Context: an optimization exercise on an open-source flow, tuned for small area, a short achievable clock period and few clock cycles per item. The choices shown serve that exercise and are no tape-out recipe. The RTL was checked by simulation tests, not by an equivalence proof against the original design.

Setup of lane 1:
## nru_itoa
module nru_itoa (
    input  wire        clk,
    input  wire        rst_n,       
    input  wire        start,
    input  wire        ptr,         
    input  wire [63:0] value,       
    input  wire [31:0] prec,        
    input  wire [7:0]  flags,       
    output wire        ready,
    output reg         done,
    output wire [9:0]  span_start,
    output wire [9:0]  span_len,
    output reg  [15:0] head,
    output reg  [1:0]  hlen,
    input  wire [8:0]  rd_addr,
    output wire [7:0]  rd_data
);
For scale: roughly 2800 cells after synthesis.
export LEC_CHECK = 0
export ABC_CLOCK_PERIOD_IN_PS = 3500
export CAP_MARGIN = 20
export CORE_MARGIN = 2
export CORE_UTILIZATION = 40
export SETUP_SLACK_MARGIN = 1.25
export SLEW_MARGIN = 20
export SYNTH_HIERARCHICAL = 1
export SYNTH_MINIMUM_KEEP_SIZE = 0
create_clock -name core_clock -period 6.0 [get_ports {clk}]
standard.sh (not shown) runs the stock make flow with config.mk's settings and CLKGATE_MAP_FILE= SYNTH_SCRIPT=/design/flow/synth_recipe.tcl, a recipe that flattens the netlist after the stock synthesis.
==> flow/flow/run.sh <==
#!/bin/bash
# The standard layout, with port buffers that timing repair may resize.
set -euo pipefail
bash standard.sh MATCH_CELL_FOOTPRINT=0 'BUFFER_PORTS_ARGS=-buffer_cell sky130_fd_sc_hd__buf_2' finish > flow.log 2>&1
Lane 1 completed end to end with timing, DRC and antenna clean.
Testbench counts of lane 1, summed over its fixed seeds: cycles 13,482, items 4,800.
--- input diff lane 1..lane 2 ---
diff --git a/flow/config.mk b/flow/config.mk
--- a/flow/config.mk
+++ b/flow/config.mk
@@ -10,4 +10,5 @@
 export CORE_MARGIN = 2
-export CORE_UTILIZATION = 40
-export SETUP_SLACK_MARGIN = 1.25
+export CORE_UTILIZATION = 60
+export PLACE_DENSITY = 0.75
+export SETUP_SLACK_MARGIN = 1
 export SLEW_MARGIN = 20
## What came out
- Run comparison: lane 1 origin of the worst setup path value[49]; lane 2 origin of the worst setup path rd_addr[1]
- Compared to lane 1, lane 2 has fraction of the core area covered by cells at the end of the flow 20 points higher.
- Lane 2 improves on lane 1 in total wirelength of the detailed-routed design.
- Compared with lane 1, in lane 2 global-route usage went up 12 points; area overhead of the layout relative to synthesis went down 5.2 points.
- Summary of lane 2 over lane 1: wire length of the first global-routing pass lower; minimum clock period after layout higher.
- Lane 1 has a higher least setup slack across all paths after layout than lane 2.
[inputs] lane 3 vs lane 2
diff --git a/flow/config.mk b/flow/config.mk
--- a/flow/config.mk
+++ b/flow/config.mk
@@ -7,7 +7,6 @@
 export LEC_CHECK = 0
-export ABC_CLOCK_PERIOD_IN_PS = 3500
+export ABC_AREA = 1
 export CAP_MARGIN = 20
 export CORE_MARGIN = 2
-export CORE_UTILIZATION = 60
-export PLACE_DENSITY = 0.75
+export CORE_UTILIZATION = 40
 export SETUP_SLACK_MARGIN = 1
[summary]
Diff lane 2 -> lane 3: post-route worst setup slack picked up an extra 0.057 ns, number of well taps picked up an extra 232, via total after detailed routing picked up an extra 2686, multi-input combinational cell count picked up an extra 972. [compare] base=lane 2 new=lane 3: count of non-filler cells in the finished layout grew by about 47%, wire length of the first global-routing pass went up. NOTE: total length of routed wires in lane 3 exceeds that of lane 2. Of lane 3 and lane 2, the run reporting the lower area of placed instances was lane 2. Lane 3 reports its combinational family with the most area after synthesis as simple AND/OR/NAND/NOR gates while lane 2 reports compound AO/OA/AOI/OAI gates. Clock skew across lane 3 and lane 2: no real change. For lane 2, the termination of the worst setup path was rd_data[0], unlike lane 3, where it was rd_data[5]. Going from lane 2 to lane 3, finished layout cell area grew by a few percent.
For lane 4, these inputs were changed with respect to lane 3:
diff --git a/flow/config.mk b/flow/config.mk
--- a/flow/config.mk
+++ b/flow/config.mk
@@ -7,7 +7,8 @@
 export LEC_CHECK = 0
-export ABC_AREA = 1
+export ABC_CLOCK_PERIOD_IN_PS = 3500
 export CAP_MARGIN = 20
 export CORE_MARGIN = 2
-export CORE_UTILIZATION = 40
-export SETUP_SLACK_MARGIN = 1
+export CORE_UTILIZATION = 60
+export PLACE_DENSITY = 0.75
+export SETUP_SLACK_MARGIN = 1.25
 export SLEW_MARGIN = 20
--- outcome ---
Setup slack in lane 4 is larger than in lane 3.
The higher horizontal die dimension of lane 4 and lane 3 is in lane 3.
A capturing instance or port of the critical path of rd_data[5] is what lane 3 shows, while ck[5]$_DFFE_PP_ belongs to lane 4.
Lane 4 against lane 3: proportion of cell area occupied by multi-input gates higher, buffers plus inverters on the worst setup path lower, total met3 wirelength after detailed routing higher, initial antenna violation count higher.

---

nru_itoa again, from the RTL that the note above started with.
// nru_itoa
module nru_itoa (
    input  wire        clk,
    input  wire        rst_n,       
    input  wire        start,
    input  wire        ptr,         
    input  wire [63:0] value,       
    input  wire [31:0] prec,        
    input  wire [7:0]  flags,       
    output wire        ready,
    output reg         done,
    output wire [9:0]  span_start,
    output wire [9:0]  span_len,
    output reg  [15:0] head,
    output reg  [1:0]  hlen,
    input  wire [8:0]  rd_addr,
    output wire [7:0]  rd_data
);
    localparam [1:0] R10 = 2'b00, R16 = 2'b01, R8 = 2'b10, R2 = 2'b11;
    wire        f_uc    = flags[0];
    wire        f_alt   = flags[1];
    wire        f_plus  = flags[2];
    wire        f_space = flags[3];
    wire        f_w64   = flags[4];
    wire        f_sgn   = flags[5];
    wire [1:0]  f_radix = flags[7:6];
    wire        dec_in  = !ptr && f_radix == R10;
    wire        oct_in  = !ptr && f_radix == R8;
    wire [1:0]  rad_in  = ptr ? R16 : f_radix;
    wire        wide    = f_w64 || ptr;
    wire        sbit    = f_w64 ? value[63] : value[31];
    wire        is_neg  = !ptr && f_sgn && sbit;
    wire [63:0] u = wide ? value : {32'd0, value[31:0]};
    reg  [7:0]  nzp, nzn;
    integer c;
    always @(*) begin
        for (c = 0; c < 8; c = c + 1) begin
            nzp[c] = |u[8*c +: 8];
            if (c == 0)
                nzn[c] = 1'b1;
  ...
clock: 6.0 ns
lec_check: 0
abc_clock_period_in_ps: 2000
cap_margin: 20
core_margin: 2
core_utilization: 40
setup_slack_margin: 1.5
slew_margin: 20
synth_hierarchical: 1
synth_minimum_keep_size: 0
Scripts as last shown in full above: flow/flow/run.sh
Testbench counts at the start, summed over its fixed seeds: cycles 13,482, items 4,800.
Rerun with:
ABC_CLOCK_PERIOD_IN_PS = 3500   (was 2000)
SETUP_SLACK_MARGIN = 1   (was 1.5)
Core utilization shrinks by 4.1 points.
Via count drops by a few percent.
Fmax goes down by a few percent.

[afterwards: timing with drivers on the ports]
How much do the figures lean on ideal ports? The routed layouts below were timed once more, with nothing changed but the port constraints.
Step 1 assumes that a clkbuf_16 drives the clock port and a buf_2 every other input.
Step 2 adds t to the input delays and takes it off the output delays; t is the mean of the earliest and latest rising clock arrival at the registers after step 1. Input paths then give back, and output paths get back, about the clock's delay inside the block.
Three values: ideal, step 1, step 2; two values: the first two.
| run | t (ns) | slack for setup (ns) | latest minus earliest clock arrival (ns) | pins driven straight from the clock port |
|---|---|---|---|---|
| lane 1 | 0.497 | 1.251 / 1.261 / 0.776 | 0.016 / 0.016 | 1 |
| lane 2 | 0.490 | 1.046 / 1.014 / 0.634 | 0.015 / 0.015 | 1 |
| lane 3 | 0.496 | 1.103 / 1.082 / 0.852 | 0.018 / 0.018 | 1 |
| lane 4 | 0.477 | 1.225 / 1.136 / 0.775 | 0.016 / 0.016 | 1 |
| the first run of note 2 | 0.479 | 1.362 / 1.197 / 1.107 | 0.013 / 0.014 | 1 |
| the second run of note 2 | 0.510 | 1.068 / 1.033 / 0.762 | 0.014 / 0.014 | 1 |
After both steps setup and hold are still met in every run listed. The setup slack of lane 1, which loses most, moves by +0.010 ns with the drivers and by -0.475 ns with both steps.
